What follows belongs to an exercise in optimizing a design on an open flow for small area, a short achievable clock period and few clock cycles; a production flow would make more cautious choices. Function was checked by simulation only, so behaviour that the tests miss may differ from the original. No activity file was given, so power comes from the tool's default toggle rates.

==> flow/design.v (outline; a module is shown in full before it is edited, if it fits) <==
// module qgk: 582 lines
// module qgk_lanes: 26 lines
// module qgk_rqstep: 28 lines
// module qgk_smlad: 310 lines
// module qgk_benc: 24 lines
// module qgk_add18: 55 lines
// module qgk_add32: 97 lines
// module qgk_add36: 107 lines
module qgk (
    input  wire        clk,
    input  wire        rst,
    input  wire        reg_wr,
    input  wire [6:0]  reg_addr,
    input  wire [31:0] reg_wdata,
    output reg  [31:0] reg_rdata,
    output wire        busy,
    output reg         mem_req,
    output reg         mem_we,
    output reg  [31:0] mem_addr,
    output reg  [3:0]  mem_be,
    output reg  [31:0] mem_wdata,
    input  wire        mem_ready,
    input  wire [31:0] mem_rdata
);
  // ...
==> flow/flow/run.sh <==
#!/bin/bash
# The standard ORFS layout (standard synthesis, floorplan, placement, CTS,
# routing), with two changes: the port buffers are buf_4 cells rather than the
# default delay buffers, and ORFS's timing repair is asked to keep a setup
# margin of MARGIN ns at the design's clock period. The make output goes to
# standard_flow.log; ORFS keeps each step's log under orfs/logs/.
set -euo pipefail
MARGIN=7.6
bash standard.sh SETUP_SLACK_MARGIN=$MARGIN "BUFFER_PORTS_ARGS=-buffer_cell sky130_fd_sc_hd__buf_4" finish > standard_flow.log 2>&1
==> flow/standard.sh <==
#!/bin/bash
# synth_recipe.tcl (not shown) runs the flow's synth.tcl, then flattens the netlist and writes it again
# the make line also repeats each setting of config.mk as NAME=value (left out here)
make -C /OpenROAD-flow-scripts/flow DESIGN_CONFIG=/design/flow/config.mk WORK_HOME=/design/flow/orfs CLKGATE_MAP_FILE= SYNTH_SCRIPT=/design/flow/synth_recipe.tcl "${@:-finish}"
==> flow/config.mk <==
export PLATFORM = sky130hd
export DESIGN_NAME = qgk
export DESIGN_NICKNAME = qgk
export VERILOG_FILES = /design/flow/design.v
export SDC_FILE = /design/flow/constraint.sdc
export NUM_CORES = 8
export LEC_CHECK = 0
export CAP_MARGIN = 30
export CORE_MARGIN = 2
export CORE_UTILIZATION = 50
export CTS_CLUSTER_DIAMETER = 100
export CTS_CLUSTER_SIZE = 20
export SLEW_MARGIN = 30
==> flow/constraint.sdc <==
create_clock -name core_clock -period 16.0 [get_ports {clk}]
set_input_delay 3.2000 -clock core_clock [delete_from_list [all_inputs] [get_ports {clk}]]
set_output_delay 3.2000 -clock core_clock [all_outputs]
set_load 0.01 [all_outputs]
==> summary.txt, run 1 <==
Detailed routing
  • Max Used Layer: met5
  • Via count: 76,700
  • DRC viols: 0
  • Metal3 WL: 44,500 µm
  • Met1 WL: 148,000 µm
  • Drt first pass iters: 10

Critical path
  • CP Data Arrival Time: 5.27 ns
  • R2R setup slack: 7.93 ns
  • WP depth: 11
  • Crit path cell chain: buf_8 > nand3b_1 > buf_4 > nor2_4 > buf_12 > buf_8 > a22oi_1 > nand3_1 > nor2_1 > nand4_1 > buf_4
  • Worst reg2reg endpoint: rq_a[31]$_DFFE_PP_

Synth
  • Largest family of logic cells by synthesized area: compound AO/OA/AOI/OAI gates
  • Main synth FF type: edfxtp_1
  • Fraction of registers with async set/reset: 0
  • Yosys warning count: 3
  • Synth area leader: edfxtp_1
  • Simple-gate share of the synthesized area: 0.108
  • Mapped Area: 91,100 µm²
  • Post-synthesis mux area share: 0.0702
  • Post-Synth XOR/XNOR Area: 0.0583
  • Top cells by count, synth: edfxtp_1 (1,122), nand2_1 (645), clkbuf_1 (573)

GRT
  • Vias in the first global route: 71,400
  • Largest net degree at the start of global routing: 139
  • Met3 Use GR: 0.0969

Status
  • Status: complete, no violations

Layout
  • Ant. Diodes: 13
  • Most flops, register: la_r
  • Most common cell after layout, fill and taps aside: edfxtp_1
  • Seq cells: 1,310

Timing
  • Setup ws final: 7.53 ns
  • Worst-case hold slack: 0.479 ns

Power and ir drop
  • Internal power: 6.48 mW
  • Total power: 10.4 mW
  • P_leak: 37.4 nW
  • Pwr top: registers
  • Pwr dens: 106 nW/µm²

Worst hold path
  • Hold Crit Start: wacc1[8]$_DFFE_PP_

Clock tree
  • Buffers inserted by post-CTS timing repair: 26

Placement
  • Placed Cells incl. Taps: 10,900
  • GPL Wtd Cong: 1.01
Testbench counts, summed over its fixed seeds: cycles 61,590.
==> run 2: changes to the inputs <==
==> flow/flow/run.sh (replaced) <==
#!/bin/bash
# The standard ORFS layout (standard synthesis, floorplan, placement, CTS,
# routing), with three changes: the port buffers are buf_4 cells rather than
# the default delay buffers, the pins of the register read port are placed on
# one edge (flow/io.tcl), and ORFS's timing repair is asked to keep a setup
# margin of MARGIN ns at the design's clock period. The make output goes to
# standard_flow.log; ORFS keeps each step's log under orfs/logs/.
set -euo pipefail
MARGIN=7.6
bash standard.sh SETUP_SLACK_MARGIN=$MARGIN "BUFFER_PORTS_ARGS=-buffer_cell sky130_fd_sc_hd__buf_4" \
    IO_CONSTRAINTS="$(pwd)/flow/io.tcl" finish > standard_flow.log 2>&1
==> flow/flow/io.tcl (new file) <==
# Pin placement: the register read port (reg_addr in, reg_rdata out) on one
# edge, so that its combinational path stays short.
set qgk_pins {}
for {set i 0} {$i < 7} {incr i} { lappend qgk_pins "reg_addr\[$i\]" }
for {set i 0} {$i < 32} {incr i} { lappend qgk_pins "reg_rdata\[$i\]" }
set_io_pin_constraint -pin_names $qgk_pins -region bottom:*
--- a/flow/config.mk
+++ b/flow/config.mk
@@ -7,7 +7,7 @@
 export LEC_CHECK = 0
 export CAP_MARGIN = 30
 export CORE_MARGIN = 2
-export CORE_UTILIZATION = 50
+export CORE_UTILIZATION = 55
 export CTS_CLUSTER_DIAMETER = 100
 export CTS_CLUSTER_SIZE = 20
 export SLEW_MARGIN = 30
==> run 2 against run 1 <==
Compared with the run above: critical path type unchanged; still clean on timing, DRC and antenna; utilization rose by 5.5 points; worst setup slack got worse by 0.098 ns; fmax decreased by 1.1%; sequential cell count unchanged; die area shrank 9.0%; final cell count down 1.3%; critical endpoint is now reg_rdata[25]; combinational power shrank 2%; sequential share of layout area shrank 0.14 points.
==> summary.txt, run 2 <==
Synth
  • Synthesized area per cell: 10.3 µm² (unchanged)
  • Count leader, synth: edfxtp_1 (unchanged)
  • Top cell type's share of synthesized area: 0.370 (unchanged)
  • Fraction of registers with async set/reset: 0 (unchanged)
  • Mapped Area: 91,100 µm² (unchanged)
  • Yosys warning count: 3 (unchanged)
  • Top cells by area, synth: edfxtp_1 (37%), fa_1 (6.0%), ha_1 (4.9%), mux2i_1 (4.3%), dfxtp_1 (4.1%) (unchanged)
  • Number of flops mapped to enable cells by yosys: 1,122 (unchanged)
  • Top cells by count, synth: edfxtp_1 (1,122), nand2_1 (645), clkbuf_1 (573) (unchanged)
  • Distinct cells, synth: 91 (unchanged)
  • Main synth FF type: edfxtp_1 (unchanged)
  • Seq cells post-synth: 1,310 (unchanged)
  • Syn Inst Count: 8,837 (unchanged)
  • Sequential-to-total area share from yosys stat: 0.411 (unchanged)
  • Synth area leader: edfxtp_1 (unchanged)

Critical path
  • CP Data Required Time: 12.80 ns (about the same)
  • Crit path cell chain: buf_12 > clkinvlp_4 > nand3b_1 > buf_6 > nor2_4 > clkbuf_16 > buf_12 > a22oi_2 > nand4_1 > nand4b_1 > buf_4 (was buf_8 > nand3b_1 > buf_4 > nor2_4 > buf_12 > buf_8 > a22oi_1 > nand3_1 > nor2_1 > nand4_1 > buf_4)
  • Crit Path Class: input port to primary output (unchanged)
  • CP Launch Type: input port (unchanged)
  • R2R setup slack: 7.62 ns (was 7.93 ns)
  • CP Launch Point: reg_addr[3] (was reg_addr[5])
  • Reg2reg path depth: 26 (was 32)
  • Crit-path max FO: 6 (was 8)
  • Worst reg2reg endpoint: ba[14]$_DFFE_PP_ (was rq_a[31]$_DFFE_PP_)
  • CP Data Arrival Time: 5.37 ns (was 5.27 ns)
  • Crit path top cell by count: buf_12
  • CP Capture Type: primary output (unchanged)
  • Slowest-stage cell, CP: nand4b_1 (was a22oi_1)
  • Max stage delay on crit path: 0.54 ns (was 0.40 ns)
  • FF-to-FF Start: wo[1]$_DFFE_PP_ (was rq_k[1]$_SDFFCE_PN0P_)

Timing
  • Highest clock rate: 117 MHz (was 118 MHz)
  • RSZ-0062 raised after global routing: yes (unchanged)
  • Setup ws final: 7.43 ns (was 7.53 ns)
  • Final Slew Violations: 0 (unchanged)
  • Worst-case hold slack: 0.478 ns (was 0.479 ns)
  • Worst-Margin Slew: 1.18 ns (about the same)
  • Clock Skew: 0.0514 ns (was 0.0991 ns)
  • Relative slew margins: 0.205 (was 0.206)
  • Fin. Hold Viols: 0 (unchanged)
  • Final min period: 8.57 ns (was 8.47 ns)
  • Final setup violation count: 0 (unchanged)
  • TNS Setup: 0 ns (unchanged)
  • Crit share post-route: 0.536 (was 0.530)

Worst hold path
  • Hold Path Depth: 1 (unchanged)
  • Hold Crit Start: st_cause[0]$_SDFFE_PP0P_ (was wacc1[8]$_DFFE_PP_)
  • Hold Crit Endpoint: st_cause[0]$_SDFFE_PP0P_ (was acc1[8]$_DFFE_PP_)
  • Worst hold-check path type: register to register (unchanged)

Clock tree
  • CTS Sinks: 1,310 (unchanged)
  • Root buf cell: clkbuf_16 (unchanged)
  • CTS tree: done (unchanged)
  • H-tree Lvls: 3 (unchanged)
  • Clk Latency, worst-skew pair: 0.79 ns (was 0.82 ns)
  • Max clock buf depth: 3 (unchanged)
  • CTS Buf Count: 80 (was 82)
  • Clock slew at reported path FFs: 0.09 ns (about the same)

Floorplan
  • Core area: 165,000 µm² (was 181,000 µm²)
  • Die footprint: 169,000 µm² (was 186,000 µm²)
  • Initial Utilization: 0.553 (was 0.504)
  • FP Rows: 149 (was 156)
  • Die Wd: 411 µm (was 431 µm)
  • Die Y: 411 µm (was 431 µm)
  • # IOs: 178 (unchanged)

Layout
  • Most frequent cells in the layout: edfxtp_1 (1,122), nand2_1 (623), nor2_1 (518) (was edfxtp_1 (1,122), nand2_1 (638), nor2_1 (523))
  • Share of cells above drive strength 1: 0.106 (was 0.0969)
  • Most flops, register: la_r (unchanged)
  • Max reg flops: 60 (unchanged)
  • Most common cell after layout, fill and taps aside: edfxtp_1 (unchanged)
  • Fin cells: 10,900 (was 11,100)
  • Area delta synth->final: 7.99% (was 7.61%)
  • Nets: 9,371 (was 9,332)

Placement
  • Placed Cells incl. Taps: 10,700 (was 10,900)
  • GPL Wtd Cong: 1.03 (was 1.01)
  • DPL Wire Length: 282,000 µm (was 284,000 µm)
  • Pre-CTS WS: 6.77 ns (was 6.68 ns)
  • Buffers on Ports: 173 (unchanged)

Power and ir drop
  • VDD IR-drop max: 0.151 mV (was 0.132 mV)
  • Pwr dens: 104 nW/µm² (was 106 nW/µm²)
  • Total power: 10.3 mW (was 10.4 mW)
  • P_leak: 37.7 nW (was 37.4 nW)

Status
  • Status: complete, no violations (unchanged)

Detailed routing
  • Via count: 78,100 (was 76,700)
  • Drt wl/cell: 36.1 µm (was 35.6 µm)
  • Starting DRC count in detailed routing: 13,400 (was 10,900)
  • DRT antenna net count: 0 (unchanged)
  • DRT Wirelength: 394,000 µm (about the same)
  • Via/cell ratio: 7.16 (was 6.93)
  • Drt first pass iters: 15 (was 10)
  • DRC viols: 0 (unchanged)

GRT
  • First-pass GRT wire length: 542,000 µm (was 545,000 µm)
  • Vias in the first global route: 71,400 (about the same)
  • Total track usage: 0.451 (was 0.411)
  • Global route overflow: 0 (unchanged)
  • Largest net degree at the start of global routing: 142 (was 139)
  • Initial antenna violation count: 20 (was 19)

Run
  • Max_cap viols: 0 (unchanged)
==> run 2: kinds of logic after synthesis <==
group / after synthesis / share of synthesized area
fa+ha+maj: 644 / 0.111
simple gates: 2066 / 0.108
mux: 530 / 0.0702
compound gates: 2495 / 0.191
other cells: 1 / 0.0000412
flops: 1310 / 0.411
xor+xnor: 606 / 0.0583
buf+inv: 1185 / 0.0507
==> run 2: area by class of cell <==
class / instances / area [µm²]
fillers: 13900 / 66400
multi-input cells: 6343 / 49900
flip-flops and latches: 1310 / 37500
repair buffers: 447 / 3930
well taps: 2189 / 2740
clock buffers: 104 / 2100
inverters: 483 / 1820
clock inverters: 24 / 343
diodes: 17 / 42.5
==> run 2: power breakdown <==
group	internal, mW	total (mW)	switching, mW
sequential	4.02	4.27	0.255
clock	1.00	2.27	1.27
combinational	1.43	3.73	2.30
==> run 2: how the worst max path moves through the flow <==
stage	to	slack, ns	cells after the start
finish	reg_rdata[25]	7.43	11
global route	reg_rdata[4]	7.46	12
CTS	reg_rdata[28]	7.52	10
detailed placement	reg_rdata[15]	6.77	10
global placement	reg_rdata[13]	6.62	9
floorplan	reg_rdata[13]	7.93	9
==> run 2: per-stage QoR <==
step / util / area, µm²
6_report: 0.597 / 98400
5_1_grt: 0.597 / 98400
4_1_cts: 0.592 / 97500
3_5_place_dp: 0.571 / 94100
3_3_place_gp: 0.570 / 94000
2_1_floorplan: - / 91100
==> run 2: repair_timing <==
item | in CTS | in global routing
resized for setup | 97 | 82
setup buffers | 46 | 31
pin swaps | 21 | 32
endpoints found under the setup margin | 46 | 81
hold buffers | 0 | 0
cloned | 5 | 6
==> run 2: worst max-delay path: cells and delay by family <==
kind                   cells  cell delay (ns)
AOI/OAI and AO/OA          1             0.16
buffers and inverters      6             1.05
and+or+nand+nor            4             0.95
==> run 2: metal layers <==
| metal | vias to the layer above | part of all wire | GRT usage |
|---|---|---|---|
| met2 | 6162 | 0.41 | 0.637 |
| met5 | - | 0.00060 | 0 |
| met3 | 1418 | 0.14 | 0.137 |
| met1 | 38000 | 0.36 | 0.584 |
| li1 | 32500 | - | - |
| met4 | 18 | 0.096 | 0.334 |
==> module qgk, before the edit <==
module qgk (
    input  wire        clk,
    input  wire        rst,
    input  wire        reg_wr,
    input  wire [6:0]  reg_addr,
    input  wire [31:0] reg_wdata,
    output reg  [31:0] reg_rdata,
    output wire        busy,
    output reg         mem_req,
    output reg         mem_we,
    output reg  [31:0] mem_addr,
    output reg  [3:0]  mem_be,
    output reg  [31:0] mem_wdata,
    input  wire        mem_ready,
    input  wire [31:0] mem_rdata
);
    reg [31:0] cmd_r;
    reg        st_done, st_err;
    reg [2:0]  st_cause;
    reg [31:0] wptr, aptr, bptr, mptr, sptr, zptr, optr;
    reg [15:0] nch, klen;
    reg [7:0]  zw, zout, zin;
    reg [31:0] src, dst, len;
    reg [2:0]  pbit;
    reg [31:0] rqsum, rqmul;
    reg [7:0]  rqshift, rqres;
    reg [31:0] acc0, acc1, acc2, acc3;
    localparam S_IDLE = 5'd0,
               S_Z0   = 5'd1,    
               S_Z1   = 5'd2,
               S_BA   = 5'd3,    
               S_BB   = 5'd4,
               S_WA   = 5'd5,    
               S_WB   = 5'd6,
               S_X1   = 5'd7,    
               S_X2   = 5'd8,
               S_GW   = 5'd9,    
               S_OW   = 5'd10,   
               S_MA   = 5'd11,   
               S_MB   = 5'd12,
               S_S0   = 5'd13,
               S_S1   = 5'd14,
               S_TW   = 5'd15,   
               S_U_RD = 5'd16,   
               S_U_WR = 5'd17,   
               S_P_OR = 5'd18,   
               S_P_RD = 5'd19,   
               S_P_WR = 5'd20,   
               S_C_RD = 5'd21,   
               S_C_WR = 5'd22,   
               S_RQ   = 5'd23;   
    reg [23:0] st;
    assign busy = !st[S_IDLE];
    reg [1:0]  wa, wo;
    reg        zpc;
    reg        conv;         
    reg [31:0] pw;           
    reg [15:0] ch;           
    reg [14:0] aw;           
    reg [15:0] co;           
    reg [1:0]  owk;          
    reg        fin;          
    reg [31:0] ba;           
    reg [31:0] wra, wrb;     
    reg [7:0]  za, zb;
    reg [31:0] ma, mb;
    reg [7:0]  sa, sb;
    reg [15:0] b1, b2;       
    reg [59:0] la_r;         
    reg [31:0] xr;           
    reg [17:0] x3lo, x3hi;   
    reg        xv, xc;       
    reg        bias_a, bias_b;
    reg [31:0] wacc0, wacc1, wacc2, wacc3;
    wire [7:0] wa_mask = (wa == 2'd1) ? 8'h03 : (wa == 2'd2) ? 8'h0F : 8'hFF;
    wire [2:0] hmax = (wa == 2'd1) ? 3'd7 : (wa == 2'd2) ? 3'd3 : 3'd1;
    wire [16:0] row_bytes = (wa == 2'd1) ? {3'd0, klen[15:2]} :
                            (wa == 2'd2) ? {2'd0, klen[15:1]} : {1'b0, klen};
    wire [16:0] col_bytes = (wo == 2'd1) ? {3'd0, nch[15:2]} :
                            (wo == 2'd2) ? {2'd0, nch[15:1]} : {1'b0, nch};
    wire [3:0] d_op  = reg_wdata[3:0];
    wire [1:0] d_wa  = reg_wdata[5:4];
    wire [1:0] d_wo  = reg_wdata[7:6];
    wire       d_zpc = reg_wdata[8];
    wire d_hi_zero = (reg_wdata[31:9] == 23'd0);
    wire d_req  = d_hi_zero && d_op == 4'd4 && d_wa == 2'd0 && d_wo != 2'd0 && !d_zpc;
    wire d_gemm = d_hi_zero && d_op == 4'd5 && d_wa != 2'd0 && d_wo != 2'd0;
    wire d_cdc  = d_hi_zero && (d_op == 4'd1 || d_op == 4'd2 || d_op == 4'd3) &&
                  d_wa != 2'd0 && d_wo == 2'd0 && !d_zpc;
    wire [3:0] d_umask = (d_wa == 2'd1) ? 4'hF : (d_wa == 2'd2) ? 4'h7 : 4'h3;
    wire [1:0] d_nmask = (d_wo == 2'd1) ? 2'h3 : 2'h1;
    wire d_dims_ok  = ((nch[1:0] & d_nmask) == 2'd0) && ((klen[3:0] & d_umask) == 4'd0);
    wire d_align_ok = (wptr[1:0] == 2'd0) && (aptr[1:0] == 2'd0) &&
                      (bptr[1:0] == 2'd0) && (mptr[1:0] == 2'd0);
    wire d_pbit_ok  = (d_wa == 2'd1) ? !pbit[0] : (d_wa == 2'd2) ? (pbit[1:0] == 2'd0) : (pbit == 3'd0);
    wire d_grp = (d_wa == 2'd1) ? (len[31:4] != 28'd0) :
                 (d_wa == 2'd2) ? (len[31:3] != 29'd0) : (len[31:2] != 30'd0);
    reg [4:0] d_st;         
    reg [2:0] d_cause;
    always @(*) begin
        d_st    = S_IDLE;
        d_cause = 3'd0;
        if (!(d_req || d_gemm || d_cdc))
            d_cause = 3'd1;
        else if (d_req)
            d_st = S_RQ;
        else if (d_op == 4'd5) begin
            if (!d_dims_ok)
                d_cause = 3'd2;
            else if (!d_align_ok)
                d_cause = 3'd3;
            else if (nch != 16'd0)
                d_st = d_zpc ? S_Z0 : S_BA;
        end else if (d_op == 4'd1) begin
            if (dst[0])
                d_cause = 3'd3;
            else if (len != 32'd0)
                d_st = S_U_RD;
        end else if (d_op == 4'd2) begin
            if (!d_pbit_ok)
                d_cause = 3'd4;
            else if (src[0])
                d_cause = 3'd3;
            else if (len != 32'd0)
                d_st = S_P_RD;
        end else begin
            if (src[1:0] != 2'd0 || dst[1:0] != 2'd0)
                d_cause = 3'd3;
            else if (d_grp)
                d_st = S_C_RD;
            else if (len != 32'd0)
                d_st = S_U_RD;
        end
    end
    wire cmd_wr = reg_wr && st[S_IDLE] && (reg_addr[6:2] == 5'h00);
    always @(*) begin
        mem_req = st[S_Z0] | st[S_Z1] | st[S_BA] | st[S_BB] | st[S_WA] | st[S_WB] | st[S_X1] |
                  st[S_X2] | st[S_OW] | st[S_MA] | st[S_MB] | st[S_S0] | st[S_S1] | st[S_U_RD] |
                  st[S_U_WR] | st[S_P_OR] | st[S_P_RD] | st[S_P_WR] | st[S_C_RD] | st[S_C_WR];
    end
    wire ack = mem_req && mem_ready;
    wire [7:0]  rd_byte = mem_rdata[{ba[1:0], 3'b000} +: 8];
    wire [7:0]  rd_next = mem_rdata[{ba[1:0] + 2'd1, 3'b000} +: 8];
    wire [2:0]  gj       = (wa == 2'd1) ? aw[2:0] : (wa == 2'd2) ? {1'b0, aw[1:0]} : {2'b0, aw[0]};
    wire [2:0]  cj       = (wa == 2'd1) ? pw[3:1] : (wa == 2'd2) ? {1'b0, pw[2:1]} : {2'b0, pw[1]};
    reg         f_last_j;    
    reg         f_c_end;     
    wire [2:0]  cj_n = st[S_C_RD] ? 3'd0 : (st[S_C_WR] && ack) ? cj + 3'd1 : cj;
    reg         f_last_grp;  
    reg         f_k_zero;    
    reg         f_ch_zero;   
    reg         f_p_or;      
    reg         f_p_cy;      
    reg         f_c_tail;    
    wire        ow_need  = (wo == 2'd3) || (wo == 2'd2 && !ch[1]) || (wo == 2'd1 && ch[2:1] == 2'b00);
    wire        o_full   = !fin || (wo == 2'd3) || (wo == 2'd2 && ch[1]) || (wo == 2'd1 && ch[2]);
    wire        o_half   = o_full && !owk[1] && (ba[1:0] != 2'd3);
    wire        ow_cend  = !o_full || o_half || owk[1];
    wire        b_cross  = (ba[1:0] == 2'd3);
    wire [31:0] e_boff = (wa == 2'd1) ? {2'd0, pw[31:2]} : (wa == 2'd2) ? {1'b0, pw[31:1]} : pw;
    wire [2:0]  e_bit  = (wa == 2'd1) ? {pw[1:0], 1'b0} : (wa == 2'd2) ? {pw[0], 2'b0} : 3'd0;
    wire [3:0]  p_bsum = {1'b0, e_bit} + {1'b0, pbit};
    wire [1:0]  pw_lo_n  = st[S_IDLE] ? 2'd0 : (st[S_P_WR] && ack) ? pw[1:0] + 2'd1 : pw[1:0];
    wire [2:0]  e_bit_n  = (wa == 2'd1) ? {pw_lo_n, 1'b0} : (wa == 2'd2) ? {pw_lo_n[0], 2'b0} : 3'd0;
    wire [3:0]  p_bsum_n = {1'b0, e_bit_n} + {1'b0, pbit};
    wire        e_nbyte = (wa == 2'd3) || (wa == 2'd2 && pw[0]) || (wa == 2'd1 && pw[1:0] == 2'b11);
    reg         f_last_aw;   
    reg         f_last_ch;   
    reg         f_pw_end;    
    reg         f_c_last;    
    wire [29:0] c_grp_pw  = (wa == 2'd1) ? {2'd0, pw[31:4]} : (wa == 2'd2) ? {1'b0, pw[31:3]} : pw[31:2];
    wire [29:0] c_grp_len = (wa == 2'd1) ? {2'd0, len[31:4]} : (wa == 2'd2) ? {1'b0, len[31:3]} : len[31:2];
    wire        c_tail    = (wa == 2'd1) ? (len[3:0] != 4'd0) : (wa == 2'd2) ? (len[2:0] != 3'd0) : (len[1:0] != 2'd0);
    wire        last_grp  = ({aw, 1'b0} + {12'd0, hmax, 1'b0} + 16'd2 == klen);
    reg  [31:0] pw_op;
    always @(*) begin
        pw_op = 32'd0;
        if (st[S_WB] && f_last_grp) pw_op = {17'd0, row_bytes[16:2]};
        if (st[S_C_WR])             pw_op = 32'd1;
    end
    wire [31:0] pw_nx;
    wire        pw_co;
    qgk_add32 u_pwadd (.a(pw), .b(pw_op), .cin(1'b1), .s(pw_nx), .cout(pw_co));
    always @(posedge clk) begin
        f_last_aw <= ({aw, 1'b0} + 16'd2 == klen);
        f_last_ch <= (ch + 16'd2 == nch);
        f_pw_end  <= (pw_nx == len);
        f_c_last  <= (c_grp_pw + 30'd1 == c_grp_len);
        f_last_grp <= last_grp;
        f_k_zero  <= (klen == 16'd0);
        f_ch_zero <= (ch == 16'd0);
        f_p_or    <= (p_bsum_n[2:0] != 3'd0);
        f_p_cy    <= p_bsum_n[3];
        f_c_tail  <= c_tail;
        f_last_j  <= (gj == hmax);
        f_c_end   <= (cj_n == hmax);
    end
    wire        rq_idle;     
    wire        snap;        
    wire       c_end = f_c_end;
    wire       last_j = f_last_j;
    wire       s_end = (st[S_S0] && !b_cross) || st[S_S1];      
    wire       o_end = st[S_OW] && ow_cend && owk[0];           
    wire       gap   = (st[S_BB] && f_k_zero) || (st[S_X2] && f_last_aw);
    wire       g_rdy = f_ch_zero || rq_idle;
    wire       g_ow  = !f_ch_zero && ow_need;
    reg [23:0] st_adv;
    always @(*) begin
        st_adv         = 24'd0;
        st_adv[S_IDLE] = st[S_IDLE] || (o_end && fin) || ((st[S_U_WR] || st[S_P_WR]) && f_pw_end) ||
                         (st[S_C_WR] && c_end && f_c_last && !f_c_tail) || (st[S_RQ] && rq_idle);
        st_adv[S_Z0]   = s_end && !f_last_ch && zpc;
        st_adv[S_Z1]   = st[S_Z0] && b_cross;
        st_adv[S_BA]   = (st[S_Z0] && !b_cross) || st[S_Z1] || (s_end && !f_last_ch && !zpc);
        st_adv[S_BB]   = st[S_BA];
        st_adv[S_WA]   = (st[S_BB] && !f_k_zero) || (st[S_X2] && !f_last_aw && last_j);
        st_adv[S_WB]   = st[S_WA];
        st_adv[S_X1]   = st[S_WB] || (st[S_X2] && !f_last_aw && !last_j);
        st_adv[S_X2]   = st[S_X1];
        st_adv[S_GW]   = (gap && !g_rdy) || (st[S_GW] && !rq_idle);
        st_adv[S_OW]   = ((gap || st[S_GW]) && g_rdy && g_ow) || (st[S_OW] && !(ow_cend && owk[0])) ||
                         (st[S_TW] && rq_idle);
        st_adv[S_MA]   = ((gap || st[S_GW]) && g_rdy && !g_ow) || (o_end && !fin);
        st_adv[S_MB]   = st[S_MA];
        st_adv[S_S0]   = st[S_MB];
        st_adv[S_S1]   = st[S_S0] && b_cross;
        st_adv[S_TW]   = (s_end && f_last_ch) || (st[S_TW] && !rq_idle);
        st_adv[S_U_RD] = (st[S_U_WR] && !f_pw_end) || (st[S_C_WR] && c_end && f_c_last && f_c_tail);
        st_adv[S_U_WR] = st[S_U_RD];
        st_adv[S_P_RD] = st[S_P_WR] && !f_pw_end;
        st_adv[S_P_OR] = st[S_P_RD] && f_p_or;
        st_adv[S_P_WR] = (st[S_P_RD] && !f_p_or) || st[S_P_OR];
        st_adv[S_C_RD] = st[S_C_WR] && c_end && !f_c_last;
        st_adv[S_C_WR] = st[S_C_RD] || (st[S_C_WR] && !c_end);
        st_adv[S_RQ]   = st[S_RQ] && !rq_idle;
    end
    wire [23:0] st_n = st[S_IDLE] ? (cmd_wr ? (24'd1 << d_st) : (24'd1 << S_IDLE)) :
                       (mem_req && !mem_ready) ? st : st_adv;
    always @(posedge clk) begin
        if (cmd_wr) begin
            pw <= 32'd0;
            ch <= 16'd0;
            co <= 16'd0;
        end
        if (ack && (st[S_WB] || st[S_U_WR] || st[S_P_WR] || st[S_C_WR]))
            pw <= pw_nx;
        if (ack && (st[S_S1] || (st[S_S0] && !b_cross)) && !f_last_ch)
            ch <= ch + 16'd2;
        if (ack && st[S_BB])
            aw <= 15'd0;
        if (ack && st[S_X2])
            aw <= aw + 15'd1;
        if ((ack && st[S_BB]) || st[S_TW])
            owk <= 2'd0;
        if (ack && st[S_OW]) begin
            owk <= !ow_cend ? (2'b10 | owk) : {1'b0, ~owk[0]};
            if (ow_cend && owk[0])
                co <= co + (o_full ? 16'd2 : 16'd1);
        end
    end
    wire [1:0]  owk_n = st[S_OW] ? (!ow_cend ? (2'b10 | owk) : {1'b0, ~owk[0]}) : 2'b00;
    wire        from_s  = (st[S_S0] || st[S_S1]);
    wire        op_adv  = o_end && fin;
    wire [31:0] a_base =
        ({32{st_adv[S_Z0] | st_adv[S_Z1]}} & zptr) |
        ({32{st_adv[S_BA] | st_adv[S_BB]}} & bptr) |
        ({32{st_adv[S_WA] | st_adv[S_WB]}} & wptr) |
        ({32{st_adv[S_X1] | st_adv[S_X2]}} & aptr) |
        ({32{st_adv[S_OW] | op_adv}} & optr) |
        ({32{st_adv[S_MA] | st_adv[S_MB]}} & mptr) |
        ({32{st_adv[S_S0] | st_adv[S_S1]}} & sptr) |
        ({32{st_adv[S_U_RD] | st_adv[S_C_RD] | st_adv[S_P_RD]}} & src) |
        ({32{st_adv[S_U_WR] | st_adv[S_C_WR] | st_adv[S_P_OR] | st_adv[S_P_WR]}} & dst);
    wire [31:0] a_off1 =
        ({32{st_adv[S_Z0] | st_adv[S_S0]}} & {16'd0, ch}) |
        ({32{st_adv[S_Z1] | st_adv[S_S1]}} & {16'd0, ch[15:1], 1'b1}) |
        ({32{st_adv[S_BA] | st_adv[S_MA]}} & {14'd0, ch, 2'b00}) |
        ({32{st_adv[S_BB] | st_adv[S_MB]}} & {14'd0, ch[15:1], 1'b1, 2'b00}) |
        ({32{st_adv[S_WA] | st_adv[S_WB]}} & {pw[29:0], 2'b00}) |
        ({32{st_adv[S_X1] | st_adv[S_X2]}} & {15'd0, aw, 2'b00}) |
        ({32{st_adv[S_OW]}} & {16'd0, co}) |
        ({32{op_adv}} & {15'd0, col_bytes}) |
        ({32{st_adv[S_U_RD] | st_adv[S_C_RD] | st_adv[S_P_OR] | st_adv[S_P_WR]}} & e_boff) |
        ({32{st_adv[S_U_WR] | st_adv[S_C_WR] | st_adv[S_P_RD]}} & {pw[30:0], 1'b0});
    wire [16:0] a_off2 =
        ({17{st_adv[S_Z0] & from_s}} & 17'd2) |
        ({17{st_adv[S_BA] & from_s}} & 17'd8) |
        ({17{st_adv[S_WB]}} & row_bytes) |
        ({17{st_adv[S_X1] & st[S_X2]}} & 17'd4) |
        ({17{st_adv[S_X2]}} & {klen, 1'b0}) |
        ({17{(st_adv[S_OW] & owk_n[0]) | op_adv}} & col_bytes) |
        ({17{(st_adv[S_U_RD] | st_adv[S_C_RD]) & st[S_C_WR]}} & ((wa == 2'd3) ? 17'd2 : 17'd1)) |
        ({17{st_adv[S_C_WR] & st[S_C_WR]}} & 17'd4) |
        ({17{st_adv[S_P_RD] & st[S_P_WR]}} & 17'd2);
    wire        a_cin  = (st_adv[S_OW] & owk_n[1]) | (st_adv[S_U_RD] & st[S_U_WR] & e_nbyte) |
                         ((st_adv[S_P_OR] | st_adv[S_P_WR]) & f_p_cy);
    wire [31:0] a_o2  = {15'd0, a_off2};
    wire [31:0] a_ps  = a_base ^ a_off1 ^ a_o2;
    wire [31:0] a_pc  = (a_base & a_off1) | (a_base & a_o2) | (a_off1 & a_o2);
    wire [31:0] na = a_ps + {a_pc[30:0], a_cin};
    wire [17:0] lane_a, lane_b;
    qgk_lanes u_lane_a (.x(st[S_C_RD] ? mem_rdata : wra), .j(conv ? cj_n : gj), .code(wa),
                        .z(conv ? zin : za), .l(lane_a));
    qgk_lanes u_lane_b (.x(wrb), .j(gj), .code(wa), .z(zb), .l(lane_b));
    wire [31:0] cv_word = {{7{la_r[17]}}, la_r[17:9], {7{la_r[8]}}, la_r[8:0]};
    wire [7:0]  u_fld   = (rd_byte >> e_bit) & wa_mask;
    wire [15:0] u_half  = {8'd0, u_fld} - {8'd0, (conv ? zin : 8'd0)};
    wire [15:0] p_half  = ba[1] ? mem_rdata[31:16] : mem_rdata[15:0];
    wire [7:0]  p_sat   = p_half[15] ? 8'd0 : (p_half > {8'd0, wa_mask}) ? wa_mask : p_half[7:0];
    wire [7:0]  p_old   = wrb[{ba[1:0], 3'b000} +: 8];
    wire [7:0]  p_byte  = (f_p_or ? p_old : 8'd0) | (wra[7:0] << p_bsum[2:0]);
    wire [15:0] o_fld   = owk[0] ? b2 : b1;
    wire [7:0]  o_byte  = (!o_full || owk[1]) ? o_fld[15:8] : o_fld[7:0];
    always @(*) begin
        mem_addr  = {ba[31:2], 2'b00};
        mem_we    = 1'b0;
        mem_be    = 4'd0;
        mem_wdata = 32'd0;
        if (st[S_U_WR]) begin
                mem_we    = 1'b1;
                mem_be    = ba[1] ? 4'b1100 : 4'b0011;
                mem_wdata = {2{wra[15:0]}};
        end
        if (st[S_C_WR]) begin
                mem_we    = 1'b1;
                mem_be    = 4'b1111;
                mem_wdata = cv_word;
        end
        if (st[S_P_WR]) begin
                mem_we    = 1'b1;
                mem_be    = 4'b0001 << ba[1:0];
                mem_wdata = {4{p_byte}};
        end
        if (st[S_OW]) begin
                mem_we    = 1'b1;
                if (o_half) begin
                    mem_be    = 4'b0011 << ba[1:0];
                    mem_wdata = (ba[1:0] == 2'd0) ? {16'd0, o_fld} :
                                (ba[1:0] == 2'd1) ? {8'd0, o_fld, 8'd0} : {o_fld, 16'd0};
                end else begin
                    mem_be    = 4'b0001 << ba[1:0];
                    mem_wdata = {4{o_byte}};
                end
        end
    end
    always @(*) begin
        case (reg_addr[6:2])
            5'h00:   reg_rdata = cmd_r;
            5'h01:   reg_rdata = {24'd0, 1'b0, st_cause, 2'b00, st_err, st_done};
            5'h02:   reg_rdata = wptr;
            5'h03:   reg_rdata = aptr;
            5'h04:   reg_rdata = bptr;
            5'h05:   reg_rdata = mptr;
            5'h06:   reg_rdata = sptr;
            5'h07:   reg_rdata = zptr;
            5'h08:   reg_rdata = optr;
            5'h09:   reg_rdata = {klen, nch};
            5'h0A:   reg_rdata = {8'd0, zin, zout, zw};
            5'h0B:   reg_rdata = src;
            5'h0C:   reg_rdata = dst;
            5'h0D:   reg_rdata = len;
            5'h0E:   reg_rdata = {29'd0, pbit};
            5'h0F:   reg_rdata = rqsum;
            5'h10:   reg_rdata = rqmul;
            5'h11:   reg_rdata = {24'd0, rqshift};
            5'h12:   reg_rdata = {24'd0, rqres};
            5'h14:   reg_rdata = acc0;
            5'h15:   reg_rdata = acc1;
            5'h16:   reg_rdata = acc2;
            5'h17:   reg_rdata = acc3;
            default: reg_rdata = 32'd0;
        endcase
    end
    wire [17:0] x3lo_n, x3hi_n;
    wire        x3c0, x3c1;
    qgk_add18 u_x3lo (.a({{2{mem_rdata[15]}}, mem_rdata[15:0]}), .b({mem_rdata[15], mem_rdata[15:0], 1'b0}),
                      .cin(1'b0), .s(x3lo_n), .cout(x3c0));
    qgk_add18 u_x3hi (.a({{2{mem_rdata[31]}}, mem_rdata[31:16]}), .b({mem_rdata[31], mem_rdata[31:16], 1'b0}),
                      .cin(1'b0), .s(x3hi_n), .cout(x3c1));
    wire [14:0] bd_al, bd_ah, bd_bl, bd_bh;
    qgk_benc u_benc_al (.a(lane_a[8:0]),   .d(bd_al));
    qgk_benc u_benc_ah (.a(lane_a[17:9]),  .d(bd_ah));
    qgk_benc u_benc_bl (.a(lane_b[8:0]),   .d(bd_bl));
    qgk_benc u_benc_bh (.a(lane_b[17:9]),  .d(bd_bh));
    wire [31:0] mac_a, mac_b;
    qgk_smlad u_mac_a (.a0(la_r[14:0]),  .a1(la_r[29:15]), .x0(xr[15:0]), .x1(xr[31:16]),
                       .t0(x3lo), .t1(x3hi), .acc(bias_a ? xr : xc ? wacc1 : wacc0), .q(mac_a));
    qgk_smlad u_mac_b (.a0(la_r[44:30]), .a1(la_r[59:45]), .x0(xr[15:0]), .x1(xr[31:16]),
                       .t0(x3lo), .t1(x3hi), .acc(bias_b ? xr : xc ? wacc3 : wacc2), .q(mac_b));
    always @(posedge clk) begin
        xr   <= mem_rdata;
        x3lo <= x3lo_n;
        x3hi <= x3hi_n;
        la_r <= (st[S_BA] || st[S_BB]) ? 60'd0 : conv ? {42'd0, lane_a} : {bd_bh, bd_bl, bd_ah, bd_al};
        if (bias_a || (xv && !xc)) wacc0 <= mac_a;
        if (bias_a || (xv &&  xc)) wacc1 <= mac_a;
        if (bias_b || (xv && !xc)) wacc2 <= mac_b;
        if (bias_b || (xv &&  xc)) wacc3 <= mac_b;
    end
    localparam R_IDLE = 2'd0, R_LOAD = 2'd1, R_PSH = 2'd2, R_MUL = 2'd3;
    reg [1:0]  rq_ph;
    reg [31:0] rq_pre;
    reg        rq_pb;
    reg [31:0] rq_a;
    reg [4:0]  rq_cnt;
    reg        rq_ovf;
    reg [1:0]  rq_k;
    reg        rq_req;
    reg        rq_fin;       
    reg        rq_fodd;      
    reg        rq_freq;      
    reg [2:0]  rq_rem;
    reg        rq_start_req;
    wire       rq_start = snap;
    wire [31:0] r_sum = rq_req ? rqsum : (rq_k == 2'd0) ? acc0 : (rq_k == 2'd1) ? acc1 :
                                         (rq_k == 2'd2) ? acc2 : acc3;
    wire [31:0] r_m   = rq_req ? rqmul : rq_k[1] ? mb : ma;
    wire [7:0]  r_s   = rq_req ? rqshift : rq_k[1] ? sb : sa;
    wire        r_psh = r_s[7];                          
    wire [4:0]  r_n1c = (r_s[7:5] == 3'b111) ? ~r_s[4:0] : 5'd31;    
    wire [4:0]  r_n2  = r_s[7] ? 5'd0 : (r_s[6:5] != 2'b00) ? 5'd31 : r_s[4:0];
    wire        r_n2big = (r_n2[4:2] != 3'd0);
    wire [3:0]  r_steps = 4'd7 + {1'b0, r_n2[4:2]} - {3'd0, r_n2big};
    wire [2:0]  r_rem   = r_n2big ? {1'b1, r_n2[1:0]} : {1'b0, r_n2[1:0]};
    wire        r_load = (rq_ph == R_LOAD);
    wire [3:0]  r_dig = r_load ? r_sum[3:0] : rq_pre[3:0];
    wire        r_dpb = r_load ? 1'b0 : rq_pb;
    wire [31:0] r_ain = r_load ? 32'd0 : rq_a;
    wire [35:0] r_acc;
    qgk_rqstep u_rqstep (.a(r_ain), .m(r_m), .d0({r_dig[1:0], r_dpb}), .d1(r_dig[3:1]), .s(r_acc));
    wire [14:0] f_lo  = rq_a[14:0] >> rq_rem;
    wire        f_neg = rq_a[31];
    wire [6:0]  f_hm  = 7'b1111111 << rq_rem;            
    wire        f_h0  = (rq_a[31:15] == 17'd0) && ((rq_a[14:8] & f_hm) == 7'd0);
    wire        f_h1  = (rq_a[31:15] == {17{1'b1}}) && ((rq_a[14:8] & f_hm) == f_hm);
    wire [8:0]  f_sum = {1'b0, f_lo[7:0]} + {1'b0, zout};
    wire [7:0]  r_max = (wo == 2'd1) ? 8'd3 : (wo == 2'd2) ? 8'd15 : 8'd255;
    wire [7:0]  f_min = (f_sum[7:0] > r_max) ? r_max : f_sum[7:0];
    wire [7:0]  r_q   = f_h0 ? ((f_sum > {1'b0, r_max}) ? r_max : f_sum[7:0]) :
                        f_h1 ? (f_sum[8] ? f_min : 8'd0) :
                        f_neg ? 8'd0 : r_max;
    always @(posedge clk) begin
        rq_fin <= 1'b0;
        if (rst) begin
            rq_ph <= R_IDLE;
        end else begin
            case (rq_ph)
                R_IDLE: begin
                    rq_k   <= 2'd0;
                    rq_req <= rq_start_req;
                    if (rq_start || rq_start_req)
                        rq_ph <= R_LOAD;
                end
                R_LOAD: begin
                    rq_rem <= r_rem;
                    if (!r_psh) begin
                        rq_a     <= r_acc[35:4];
                        rq_pre   <= {{4{r_sum[31]}}, r_sum[31:4]};
                        rq_pb    <= r_sum[3];
                        rq_cnt   <= {1'b0, r_steps} - 5'd1;
                        rq_ph    <= R_MUL;
                    end else begin
                        rq_a     <= 32'd0;
                        rq_pre   <= r_sum;
                        rq_ovf   <= 1'b0;
                        rq_cnt   <= r_n1c;
                        rq_ph    <= R_PSH;
                    end
                end
                R_PSH: begin
                    rq_ovf <= rq_ovf | (rq_pre[31] ^ rq_pre[30]);
                    rq_pre <= {rq_pre[30:0], 1'b0};
                    rq_cnt <= rq_cnt - 5'd1;
                    if (rq_cnt == 5'd0) begin
                        if (rq_ovf || (rq_pre[31] ^ rq_pre[30]))
                            rq_pre <= r_sum[31] ? 32'h8000_0000 : 32'h7FFF_FFFF;
                        rq_pb  <= 1'b0;
                        rq_cnt <= {1'b0, r_steps};
                        rq_ph  <= R_MUL;
                    end
                end
                R_MUL: begin
                    rq_a   <= r_acc[35:4];
                    rq_pre <= {{4{rq_pre[31]}}, rq_pre[31:4]};
                    rq_pb  <= rq_pre[3];
                    rq_cnt <= rq_cnt - 5'd1;
                    if (rq_cnt == 5'd0) begin
                        rq_fin  <= 1'b1;
                        rq_fodd <= rq_k[0];
                        rq_freq <= rq_req;
                        rq_k    <= rq_k + 2'd1;
                        rq_ph   <= (rq_req || rq_k == 2'd3) ? R_IDLE : R_LOAD;
                    end
                end
            endcase
        end
    end
    always @(posedge clk) begin
        if (rq_fin && !rq_freq) begin
            if (!rq_fodd)
                b1 <= (wo == 2'd1) ? {r_q[1:0], b1[15:2]} : (wo == 2'd2) ? {r_q[3:0], b1[15:4]} : {r_q, b1[15:8]};
            else
                b2 <= (wo == 2'd1) ? {r_q[1:0], b2[15:2]} : (wo == 2'd2) ? {r_q[3:0], b2[15:4]} : {r_q, b2[15:8]};
        end
    end
    assign rq_idle = (rq_ph == R_IDLE) && !rq_start_req;
    wire        h_wr = reg_wr && st[S_IDLE];
    wire [31:0] dz   = reg_wdata & {32{~rst}};
    wire [4:0]  ha   = reg_addr[6:2];
    assign      snap = ack && (st[S_S1] || (st[S_S0] && !b_cross));
    always @(posedge clk) begin
        if (rst || (h_wr && ha == 5'h00)) cmd_r   <= dz;
        if (rst || (h_wr && ha == 5'h02)) wptr    <= dz;
        if (rst || (h_wr && ha == 5'h03)) aptr    <= dz;
        if (rst || (h_wr && ha == 5'h04)) bptr    <= dz;
        if (rst || (h_wr && ha == 5'h05)) mptr    <= dz;
        if (rst || (h_wr && ha == 5'h06)) sptr    <= dz;
        if (rst || (h_wr && ha == 5'h07)) zptr    <= dz;
        if (rst || (h_wr && ha == 5'h08) || (ack && op_adv))
            optr <= (ack && op_adv && !rst) ? na : dz;
        if (rst || (h_wr && ha == 5'h09)) begin nch <= dz[15:0]; klen <= dz[31:16]; end
        if (rst || (h_wr && ha == 5'h0A)) begin zw <= dz[7:0]; zout <= dz[15:8]; zin <= dz[23:16]; end
        if (rst || (h_wr && ha == 5'h0B)) src     <= dz;
        if (rst || (h_wr && ha == 5'h0C)) dst     <= dz;
        if (rst || (h_wr && ha == 5'h0D)) len     <= dz;
        if (rst || (h_wr && ha == 5'h0E)) pbit    <= dz[2:0];
        if (rst || (h_wr && ha == 5'h0F)) rqsum   <= dz;
        if (rst || (h_wr && ha == 5'h10)) rqmul   <= dz;
        if (rst || (h_wr && ha == 5'h11)) rqshift <= dz[7:0];
        if (rst || (rq_fin && rq_freq)) rqres <= r_q & {8{~rst}};
        if (rst || snap) begin
            acc0 <= wacc0 & {32{~rst}};
            acc1 <= wacc1 & {32{~rst}};
            acc2 <= wacc2 & {32{~rst}};
            acc3 <= wacc3 & {32{~rst}};
        end
    end
    always @(posedge clk) begin
        rq_start_req <= 1'b0;
        xv           <= 1'b0;
        bias_a       <= 1'b0;
        bias_b       <= 1'b0;
        st    <= rst ? (24'd1 << S_IDLE) : st_n;
        if (st[S_IDLE])
            ba <= (reg_wdata[3:0] == 4'd5) ? (reg_wdata[8] ? zptr : bptr) : src;
        else if (!(mem_req && !mem_ready))
            ba <= na;
        if (rst) begin
            st_done  <= 1'b0;
            st_err   <= 1'b0;
            st_cause <= 3'd0;
        end else begin
            if (cmd_wr) begin
                wa    <= d_wa;
                wo    <= d_wo;
                zpc   <= d_zpc;
                conv  <= (d_op == 4'd3);
                za    <= zw;
                zb    <= zw;
                st_done  <= 1'b1;
                st_err   <= (d_cause != 3'd0);
                st_cause <= d_cause;
                rq_start_req <= d_req;
            end
            if (ack && st[S_Z0]) begin za <= rd_byte; zb <= rd_next; end
            if (ack && st[S_Z1]) zb <= rd_byte;
            if (ack && st[S_BA]) bias_a <= 1'b1;
            if (ack && st[S_BB]) begin bias_b <= 1'b1; fin <= 1'b0; end
            if (ack && (st[S_WA] || st[S_C_RD])) wra <= mem_rdata;
            if (ack && st[S_U_RD]) wra[15:0] <= u_half;
            if (ack && st[S_P_RD]) wra[7:0] <= p_sat;
            if (ack && (st[S_WB] || st[S_P_OR])) wrb <= mem_rdata;
            if (ack && st[S_X1]) begin xv <= 1'b1; xc <= 1'b0; end
            if (ack && st[S_X2]) begin xv <= 1'b1; xc <= 1'b1; end
            if (ack && st[S_MA]) ma <= mem_rdata;
            if (ack && st[S_MB]) mb <= mem_rdata;
            if (ack && st[S_S0]) begin sa <= rd_byte; sb <= rd_next; end
            if (ack && st[S_S1]) sb <= rd_byte;
            if (st[S_TW]) fin <= 1'b1;
        end
    end
endmodule
==> run 3: changes to the inputs <==
--- a/flow/design.v
+++ b/flow/design.v
@@ -391,7 +391,7 @@
         xr   <= mem_rdata;
         x3lo <= x3lo_n;
         x3hi <= x3hi_n;
-        la_r <= (st[S_BA] || st[S_BB]) ? 60'd0 : conv ? {42'd0, lane_a} : {bd_bh, bd_bl, bd_ah, bd_al};
+        la_r <= (st[S_BA] || st[S_BB]) ? 60'd0 : {bd_bh, bd_bl, bd_ah[14:3], conv ? lane_a : {bd_ah[2:0], bd_al}};
         if (bias_a || (xv && !xc)) wacc0 <= mac_a;
         if (bias_a || (xv &&  xc)) wacc1 <= mac_a;
         if (bias_b || (xv && !xc)) wacc2 <= mac_b;
@@ -409,7 +409,7 @@
     reg        rq_fin;       
     reg        rq_fodd;      
     reg        rq_freq;      
-    reg [2:0]  rq_rem;
+    reg [3:0]  rq_rem;
     reg        rq_start_req;
     wire       rq_start = snap;
     wire [31:0] r_sum = rq_req ? rqsum : (rq_k == 2'd0) ? acc0 : (rq_k == 2'd1) ? acc1 :
@@ -419,20 +419,20 @@
     wire        r_psh = r_s[7];                          
     wire [4:0]  r_n1c = (r_s[7:5] == 3'b111) ? ~r_s[4:0] : 5'd31;    
     wire [4:0]  r_n2  = r_s[7] ? 5'd0 : (r_s[6:5] != 2'b00) ? 5'd31 : r_s[4:0];
-    wire        r_n2big = (r_n2[4:2] != 3'd0);
-    wire [3:0]  r_steps = 4'd7 + {1'b0, r_n2[4:2]} - {3'd0, r_n2big};
-    wire [2:0]  r_rem   = r_n2big ? {1'b1, r_n2[1:0]} : {1'b0, r_n2[1:0]};
+    wire        r_n2big = r_n2[4];
+    wire [3:0]  r_steps = r_n2big ? 4'd8 + {2'b0, r_n2[3:2]} : 4'd7;
+    wire [3:0]  r_rem   = r_n2big ? {2'b11, r_n2[1:0]} : r_n2[3:0];
     wire        r_load = (rq_ph == R_LOAD);
     wire [3:0]  r_dig = r_load ? r_sum[3:0] : rq_pre[3:0];
     wire        r_dpb = r_load ? 1'b0 : rq_pb;
     wire [31:0] r_ain = r_load ? 32'd0 : rq_a;
     wire [35:0] r_acc;
     qgk_rqstep u_rqstep (.a(r_ain), .m(r_m), .d0({r_dig[1:0], r_dpb}), .d1(r_dig[3:1]), .s(r_acc));
-    wire [14:0] f_lo  = rq_a[14:0] >> rq_rem;
+    wire [22:0] f_lo  = rq_a[22:0] >> rq_rem;
     wire        f_neg = rq_a[31];
-    wire [6:0]  f_hm  = 7'b1111111 << rq_rem;            
-    wire        f_h0  = (rq_a[31:15] == 17'd0) && ((rq_a[14:8] & f_hm) == 7'd0);
-    wire        f_h1  = (rq_a[31:15] == {17{1'b1}}) && ((rq_a[14:8] & f_hm) == f_hm);
+    wire [14:0] f_hm  = 15'h7FFF << rq_rem;              
+    wire        f_h0  = (rq_a[31:23] == 9'd0) && ((rq_a[22:8] & f_hm) == 15'd0);
+    wire        f_h1  = (rq_a[31:23] == {9{1'b1}}) && ((rq_a[22:8] & f_hm) == f_hm);
     wire [8:0]  f_sum = {1'b0, f_lo[7:0]} + {1'b0, zout};
     wire [7:0]  r_max = (wo == 2'd1) ? 8'd3 : (wo == 2'd2) ? 8'd15 : 8'd255;
     wire [7:0]  f_min = (f_sum[7:0] > r_max) ? r_max : f_sum[7:0];
==> flow/flow/run.sh (replaced) <==
#!/bin/bash
# The standard ORFS layout (standard synthesis, floorplan, placement, CTS,
# routing), with two changes: the port buffers are buf_4 cells rather than the
# default delay buffers, and ORFS's timing repair is asked to keep a setup
# margin of MARGIN ns at the design's clock period. The make output goes to
# standard_flow.log; ORFS keeps each step's log under orfs/logs/.
set -euo pipefail
MARGIN=7.7
bash standard.sh SETUP_SLACK_MARGIN=$MARGIN "BUFFER_PORTS_ARGS=-buffer_cell sky130_fd_sc_hd__buf_4" finish > standard_flow.log 2>&1
--- a/flow/config.mk
+++ b/flow/config.mk
@@ -7,7 +7,7 @@
 export LEC_CHECK = 0
 export CAP_MARGIN = 30
 export CORE_MARGIN = 2
-export CORE_UTILIZATION = 55
+export CORE_UTILIZATION = 50
 export CTS_CLUSTER_DIAMETER = 100
 export CTS_CLUSTER_SIZE = 20
 export SLEW_MARGIN = 30
removed: flow/flow/io.tcl
==> run 3 against run 2 <==
Compared with the run above: wire length shrank 1.5%; utilization shrank 5.6 points; still clean; clock power shrank 3%; largest cell class unchanged; critical path type unchanged.
==> summary.txt, run 3 <==
Status
  • Status: complete, no violations (unchanged)

Critical path
  • CP Data Required Time: 12.80 ns (about the same)
  • CP Capture Type: primary output (unchanged)
  • Crit-path max FO: 6 (unchanged)
  • CP Data Arrival Time: 5.28 ns (was 5.37 ns)
  • CP Launch Type: input port (unchanged)
  • Crit Path Class: input port to primary output (unchanged)

Floorplan
  • # IOs: 178 (unchanged)
  • Die Wd: 432 µm (was 411 µm)
  • Initial Utilization: 0.502 (was 0.553)
  • Core area: 182,000 µm² (was 165,000 µm²)
  • Die Y: 432 µm (was 411 µm)
  • Die footprint: 187,000 µm² (was 169,000 µm²)
  • FP Rows: 157 (was 149)

GRT
  • Global route overflow: 0 (unchanged)
  • Initial antenna violation count: 23 (was 20)
  • Vias in the first global route: 71,900 (was 71,400)
  • First-pass GRT wire length: 542,000 µm (about the same)
  • Largest net degree at the start of global routing: 102 (was 142)
  • Total track usage: 0.405 (was 0.451)

Synth
  • Number of flops mapped to enable cells by yosys: 1,123 (was 1,122)
  • Post-Synth XOR/XNOR Area: 0.0592 (was 0.0583)
  • Synth area leader: edfxtp_1 (unchanged)
  • Top cells by area, synth: edfxtp_1 (37%), fa_1 (6.0%), ha_1 (4.8%), mux2i_1 (4.5%), dfxtp_1 (4.1%) (was edfxtp_1 (37%), fa_1 (6.0%), ha_1 (4.9%), mux2i_1 (4.3%), dfxtp_1 (4.1%))
  • Mapped Area: 91,600 µm² (was 91,100 µm²)
  • Compound-cell area share of the yosys netlist: 0.189 (was 0.191)
  • Top cells by count, synth: edfxtp_1 (1,123), nand2_1 (692), nor2_1 (549) (was edfxtp_1 (1,122), nand2_1 (645), clkbuf_1 (573))
  • Largest family of logic cells by synthesized area: compound AO/OA/AOI/OAI gates (unchanged)
  • Main synth FF type: edfxtp_1 (unchanged)
  • Sequential-to-total area share from yosys stat: 0.409 (was 0.411)
  • Count leader, synth: edfxtp_1 (unchanged)
  • Synthesized area per cell: 10.3 µm² (about the same)
  • Seq cells post-synth: 1,311 (was 1,310)
  • Adder-Cell Fraction of Synth Area: 0.110 (was 0.111)
  • Post-synthesis mux area share: 0.0718 (was 0.0702)
  • Fraction of registers with async set/reset: 0 (unchanged)
  • Yosys warning count: 3 (unchanged)
  • Top cell type's share of synthesized area: 0.368 (was 0.370)
  • Distinct cells, synth: 103 (was 91)
  • Syn Inst Count: 8,865 (was 8,837)
  • Simple-gate share of the synthesized area: 0.110 (was 0.108)

Layout
  • Most flops, register: la_r (unchanged)
  • Area delta synth->final: 7.84% (was 7.99%)
  • Max reg flops: 60 (unchanged)
  • Most common cell after layout, fill and taps aside: edfxtp_1 (unchanged)
  • Nets: 9,370 (was 9,371)
  • Share of cells above drive strength 1: 0.102 (was 0.106)
  • Fin cells: 11,100 (was 10,900)
  • Post-layout instance area: 98,800 µm² (was 98,400 µm²)
  • Most frequent cells in the layout: edfxtp_1 (1,123), nand2_1 (682), nor2_1 (515) (was edfxtp_1 (1,122), nand2_1 (623), nor2_1 (518))
  • Finished Core Util: 0.541 (was 0.597)

Timing
  • Relative slew margins: 0.231 (was 0.205)
  • TNS Setup: 0 ns (unchanged)
  • Final min period: 8.48 ns (was 8.57 ns)
  • Fin. Hold Viols: 0 (unchanged)
  • Worst-Margin Slew: 1.15 ns (was 1.18 ns)
  • Clock Skew: 0.0459 ns (was 0.0514 ns)
  • Highest clock rate: 118 MHz (was 117 MHz)
  • Final setup violation count: 0 (unchanged)
  • Final Slew Violations: 0 (unchanged)
  • RSZ-0062 raised after global routing: yes (unchanged)
  • Crit share post-route: 0.530 (was 0.536)

Worst hold path
  • Worst hold-check path type: register to register (unchanged)

Detailed routing
  • DRC viols: 0 (unchanged)
  • Drt wl/cell: 34.9 µm (was 36.1 µm)
  • Drt first pass iters: 10 (was 15)
  • Via/cell ratio: 6.91 (was 7.16)
  • DRT Wirelength: 388,000 µm (was 394,000 µm)
  • DRT antenna net count: 0 (unchanged)
  • Starting DRC count in detailed routing: 11,600 (was 13,400)
  • Via count: 76,800 (was 78,100)

Clock tree
  • Clk Latency, worst-skew pair: 0.76 ns (was 0.79 ns)
  • CTS Sinks: 1,311 (was 1,310)
  • CTS Buf Count: 79 (was 80)
  • Clock slew at reported path FFs: 0.09 ns (about the same)
  • H-tree Lvls: 3 (unchanged)
  • Max clock buf depth: 3 (unchanged)
  • Root buf cell: clkbuf_16 (unchanged)
  • CTS tree: done (unchanged)
  • Hold Buf Count CTS: 0 (unchanged)

Run
  • Max_cap viols: 0 (unchanged)

Placement
  • Dpl cell area: 94,700 µm² (was 94,100 µm²)
  • Placed Cells incl. Taps: 10,900 (was 10,700)
  • GPL Wtd Cong: 1.03 (about the same)
  • DPL Wire Length: 289,000 µm (was 282,000 µm)
  • Buffers on Ports: 173 (unchanged)

Power and ir drop
  • VDD IR-drop max: 0.215 mV (was 0.151 mV)
  • P_leak: 37.4 nW (was 37.7 nW)
  • Pwr dens: 150 nW/µm² (was 104 nW/µm²)
==> run 3: changes by cell type in the layout (fill, tap and decap cells not counted), sizes merged, moves of 16 or more <==
cell	change
buf	-20
a22oi	-107
o21ai	-45
xor2	-67
nand3	+19
nand4	-16
nand2	+48
a221oi	+25
xnor2	+80
a22o	+48
==> run 3: what timing repair did <==
action / 4_1_cts / 5_1_grt
pin swaps: 28 / 22
setup endpoints to repair: 51 / 56
buffers inserted: 37 / 20
gates resized for setup: 129 / 72
gates cloned: 5 / 2
==> run 3: layout make-up <==
cell class                      instances  area, µm²
Sequential cell                      1311      37500
Tap cell                             2385       2980
Multi-Input combinational cell       6375      50400
Timing Repair Buffer                  424       3770
Antenna cell                           14       35.0
Fill cell                           16100      83700
Inverter                              475       1790
Clock buffer                          109       2110
Clock inverter                         19        236
==> run 3: critical path, cell delays in order <==
cell and delay (ns):
buf_16 0.11, clkinv_4 0.05, buf_12 0.13, or3_4 0.35, buf_4 0.16, buf_4 0.13
nor2_4 0.25, a22o_1 0.19, a221oi_2 0.04, o21ai_1 0.12, nor2_1 0.06, nand4_1 0.26
buf_4 0.20
==> run 3: worst paths after layout <==
check	slack (ns)	endpoint	cells after the start	start
worst max-delay path	7.52	reg_rdata[4]	13	reg_addr[2]
worst min-delay path	0.46	rq_req$_DFFE_PP_	0	rq_start_req$_SDFF_PN0_
worst max register to register	7.85	ba[30]$_DFFE_PP_	24	ba[1]$_DFFE_PP_
worst min register to register	0.46	rq_req$_DFFE_PP_	0	rq_start_req$_SDFF_PN0_
==> run 3: layer usage <==
layer / part of all wire / GRT usage / vias to the layer above
li1: - / - / 32500
met3: 0.11 / 0.0821 / 1017
met2: 0.43 / 0.611 / 5137
met1: 0.38 / 0.532 / 38100
met4: 0.078 / 0.260 / 8
met5: 0.00012 / 0 / -
==> run 3: kinds of logic (layout without fill, tap and decap cells) <==
family,after synthesis,count (layout)
compound gates,2437,2437
buf+inv,1180,1027
xor+xnor,619,619
flops,1311,1311
mux,544,544
simple gates,2126,2126
fa+ha+maj,647,647
other cells,1,16
==> run 3: where the power goes <==
group	total (mW)	switching (mW)	leakage [nW]	internal, mW
clock	2.21	1.24	1.13	0.969
combinational	8.03	4.84	23.8	3.20
sequential	4.60	0.328	12.4	4.27
==> run 3: through the flow <==
| step | setup slack (ns) | power, mW | hold slack [ns] |
|---|---|---|---|
| floorplan | 7.96 | 10.3 | 0.409 |
| global placement | 6.10 | 12.3 | 0.427 |
| detailed placement | 6.14 | 12.5 | 0.422 |
| CTS | 7.56 | 14.7 | 0.455 |
| global route | 7.54 | 15.8 | 0.466 |
| finish | 7.52 | 14.8 | 0.462 |
Testbench counts of run 3, summed over its fixed seeds: cycles 61,292.
==> run 4: changes to the inputs <==
--- a/flow/flow/run.sh
+++ b/flow/flow/run.sh
@@ -5,5 +5,5 @@
 # margin of MARGIN ns at the design's clock period. The make output goes to
 # standard_flow.log; ORFS keeps each step's log under orfs/logs/.
 set -euo pipefail
-MARGIN=7.7
+MARGIN=7.6
 bash standard.sh SETUP_SLACK_MARGIN=$MARGIN "BUFFER_PORTS_ARGS=-buffer_cell sky130_fd_sc_hd__buf_4" finish > standard_flow.log 2>&1
--- a/flow/config.mk
+++ b/flow/config.mk
@@ -7,7 +7,7 @@
 export LEC_CHECK = 0
 export CAP_MARGIN = 30
 export CORE_MARGIN = 2
-export CORE_UTILIZATION = 50
+export CORE_UTILIZATION = 48
 export CTS_CLUSTER_DIAMETER = 100
 export CTS_CLUSTER_SIZE = 20
 export SLEW_MARGIN = 30
==> run 4 against run 3 <==
Compared with the run above: combinational power fell by 2%; sequential share of layout area fell by 0.089 points; final cell count up 1.4%; via count is 0.67% lower; non-clock buffer count increased by 10; synthesized cell count is the same; register-to-register slack got worse by 0.02 ns; clock skew increased by 0.029 ns; critical endpoint is now reg_rdata[18]; highest routed layer unchanged.
==> summary.txt, run 4 <==
Run
  • Max_cap viols: 0 (unchanged)

Layout
  • Finished Core Util: 0.521 (was 0.541)
  • Sequential Area: 37,500 µm² (about the same)
  • Share of cells above drive strength 1: 0.102 (about the same)
  • Multi-input logic area: 50,200 µm² (was 50,400 µm²)
  • Most common cell after layout, fill and taps aside: edfxtp_1 (unchanged)
  • Most frequent cells in the layout: edfxtp_1 (1,123), nand2_1 (683), nor2_1 (515) (was edfxtp_1 (1,123), nand2_1 (682), nor2_1 (515))
  • Nets: 9,384 (was 9,370)
  • Max reg flops: 60 (unchanged)
  • Area delta synth->final: 8.08% (was 7.84%)
  • Fill cell count: 17,000 (was 16,100)
  • Post-layout instance area: 99,000 µm² (was 98,800 µm²)

Critical path
  • Crit-path max FO: 32 (was 6)
  • Crit path buf inv count: 5 (was 6)
  • FF-to-FF Start: ba[1]$_DFFE_PP_ (unchanged)
  • Max stage delay on crit path: 0.42 ns (was 0.35 ns)
  • CP Capture Type: primary output (unchanged)
  • CP Data Arrival Time: 5.37 ns (was 5.28 ns)
  • CP Launch Type: input port (unchanged)
  • Crit path cell chain: buf_16 > inv_4 > buf_12 > or3_4 > nor2_2 > buf_12 > a22o_1 > a221oi_1 > and3_1 > nand3_1 > buf_4 (was buf_16 > clkinv_4 > buf_12 > or3_4 > buf_4 > buf_4 > nor2_4 > a22o_1 > a221oi_2 > o21ai_1 > nor2_1 > nand4_1 > buf_4)
  • Delay-heaviest family, CP: simple AND/OR/NAND/NOR gates (unchanged)
  • WP depth: 11 (was 13)
  • Crit path top cell by count: buf_12 (was buf_4)

GRT
  • Global route overflow: 0 (unchanged)
  • Largest net degree at the start of global routing: 149 (was 102)

Synth
  • Syn Inst Count: 8,865 (unchanged)
  • Yosys warning count: 3 (unchanged)
  • Count leader, synth: edfxtp_1 (unchanged)
  • Synth area leader: edfxtp_1 (unchanged)
  • Fraction of registers with async set/reset: 0 (unchanged)
  • Number of flops mapped to enable cells by yosys: 1,123 (unchanged)
  • Main synth FF type: edfxtp_1 (unchanged)
  • Largest family of logic cells by synthesized area: compound AO/OA/AOI/OAI gates (unchanged)
  • Top cells by area, synth: edfxtp_1 (37%), fa_1 (6.0%), ha_1 (4.8%), mux2i_1 (4.5%), dfxtp_1 (4.1%) (unchanged)

Clock tree
  • CTS Buf Count: 83 (was 79)
  • CTS Sinks: 1,311 (unchanged)
  • CTS tree: done (unchanged)
  • H-tree Lvls: 3 (unchanged)
  • Hold Buf Count CTS: 0 (unchanged)
  • Max clock buf depth: 3 (unchanged)

Placement
  • Buffers on Ports: 173 (unchanged)
  • GPL Wtd Cong: 1.05 (was 1.03)
  • Pre-CTS WS: 6.01 ns (was 6.14 ns)
  • Placed Cells incl. Taps: 11,000 (was 10,900)
  • Dpl cell area: 94,900 µm² (was 94,700 µm²)

Status
  • Status: complete, no violations (unchanged)

Detailed routing
  • Via count: 76,300 (was 76,800)
  • Drt wl/cell: 33.5 µm (was 34.9 µm)
  • Drt first pass iters: 9 (was 10)
  • DRT antenna net count: 0 (unchanged)
  • DRT Wirelength: 377,000 µm (was 388,000 µm)
  • Via/cell ratio: 6.77 (was 6.91)

Timing
  • RSZ-0062 raised after global routing: yes (unchanged)
  • Final min period: 8.57 ns (was 8.48 ns)
  • Final Slew Violations: 0 (unchanged)
  • Final setup violation count: 0 (unchanged)
  • Worst-case hold slack: 0.469 ns (was 0.462 ns)
  • Setup ws final: 7.43 ns (was 7.52 ns)
  • Worst-Margin Slew: 1.12 ns (was 1.15 ns)
  • Relative slew margins: 0.248 (was 0.231)
  • Highest clock rate: 117 MHz (was 118 MHz)

Floorplan
  • Die Wd: 441 µm (was 432 µm)
  • FP Rows: 160 (was 157)
  • Die footprint: 194,000 µm² (was 187,000 µm²)

Worst hold path
  • Worst hold-check path type: register to register (unchanged)
  • Hold Crit Start: rq_start_req$_SDFF_PN0_ (unchanged)
  • Hold Path Depth: 0 (unchanged)

Power and ir drop
  • Pwr dens: 150 nW/µm² (about the same)
  • Sw frac: 0.428 (was 0.432)
  • Total power: 14.8 mW (about the same)
  • Logic gate share of total power: 0.534 (was 0.541)
-- run 4: final timing paths --
path | endpoint | slack [ns]
worst min-delay path | rq_req$_DFFE_PP_ | 0.47
worst min register to register | rq_req$_DFFE_PP_ | 0.47
worst max-delay path | reg_rdata[18] | 7.43
worst max register to register | ba[30]$_DFFE_PP_ | 7.83
-- run 4: cells by family (layout without fill, tap and decap cells) --
group,count (synthesis),after routing
other,1,33
multiplexers,544,544
flip-flops,1311,1311
AND/OR/NAND/NOR,2126,2126
buffers and inverters,1180,1041
adder cells (fa/ha/maj),647,647
AO/OA/AOI/OAI,2437,2437
XOR/XNOR,619,619
-- run 4: cell type report --
class | instances | share of cell area
sequential | 1311 | 0.379
antenna | 31 | 0.000783
clock buffer | 106 | 0.0222
multi-input combinational | 6375 | 0.507
timing repair buffer | 434 | 0.0381
inverter | 475 | 0.0181
tap | 2511 | 0.0317
clock inverter | 26 | 0.00335
-- run 4: per-layer routing --
layer | part of all wire | up-vias | wire [µm] | global-route usage
met2 | 0.43 | 5140 | 161000 | 0.560
met5 | 0.00024 | - | 92 | 0
met3 | 0.12 | 991 | 44700 | 0.0895
li1 | - | 32600 | - | -
met4 | 0.068 | 14 | 25500 | 0.213
met1 | 0.39 | 37600 | 145000 | 0.510
-- run 4: power by group through the flow --
stage	Clock (mW)	Sequential [mW]	Combinational, mW
floorplan	0	4.44	5.82
global placement	0	4.64	7.55
detailed placement	0	4.64	7.73
CTS	2.33	4.57	7.80
global route	2.43	4.59	8.84
finish	2.31	4.60	7.90
-- run 4: what timing repair did --
item | 4_1_cts | 5_1_grt
buffers inserted | 44 | 16
setup endpoints to repair | 42 | 35
gates resized for setup | 102 | 48
gates cloned | 4 | 3
pin swaps | 26 | 24

==> afterwards: timing with drivers on the ports <==
No port has a modelled driver above. Below, the same layouts with a new extraction and two added sets of constraints.
Step 1, drivers: a clkbuf_16 drives clk and a buf_2 each remaining input, both assumed.
Step 2 adds t to the input delays and takes it off the output delays; t is the mean of the earliest and latest rising clock arrival at the registers after step 1. Input paths then give back, and output paths get back, about the clock's delay inside the block.
a / b / c = ideal / step 1 / step 2; a / b = the first two.
run | t (ns) | slack for setup (ns) | worst setup path at the end | latest minus earliest clock arrival (ns) | slew at the worst register clock pin (ns)
run 1 | 0.867 | 7.525 / 7.458 / 7.245 | input to register | 0.103 / 0.103 | 0.10 / 0.10
run 2 | 0.861 | 7.428 / 7.271 / 7.271 | input to output | 0.065 / 0.065 | 0.10 / 0.10
run 3 | 0.825 | 7.524 / 7.284 / 7.284 | input to output | 0.049 / 0.049 | 0.10 / 0.10
run 4 | 0.852 | 7.430 / 7.166 / 7.166 | input to output | 0.079 / 0.079 | 0.10 / 0.10
After both steps every run listed still meets setup and hold. For run 1, which loses most, drivers alone change the setup slack by -0.067 ns; drivers and shift together by -0.280 ns.
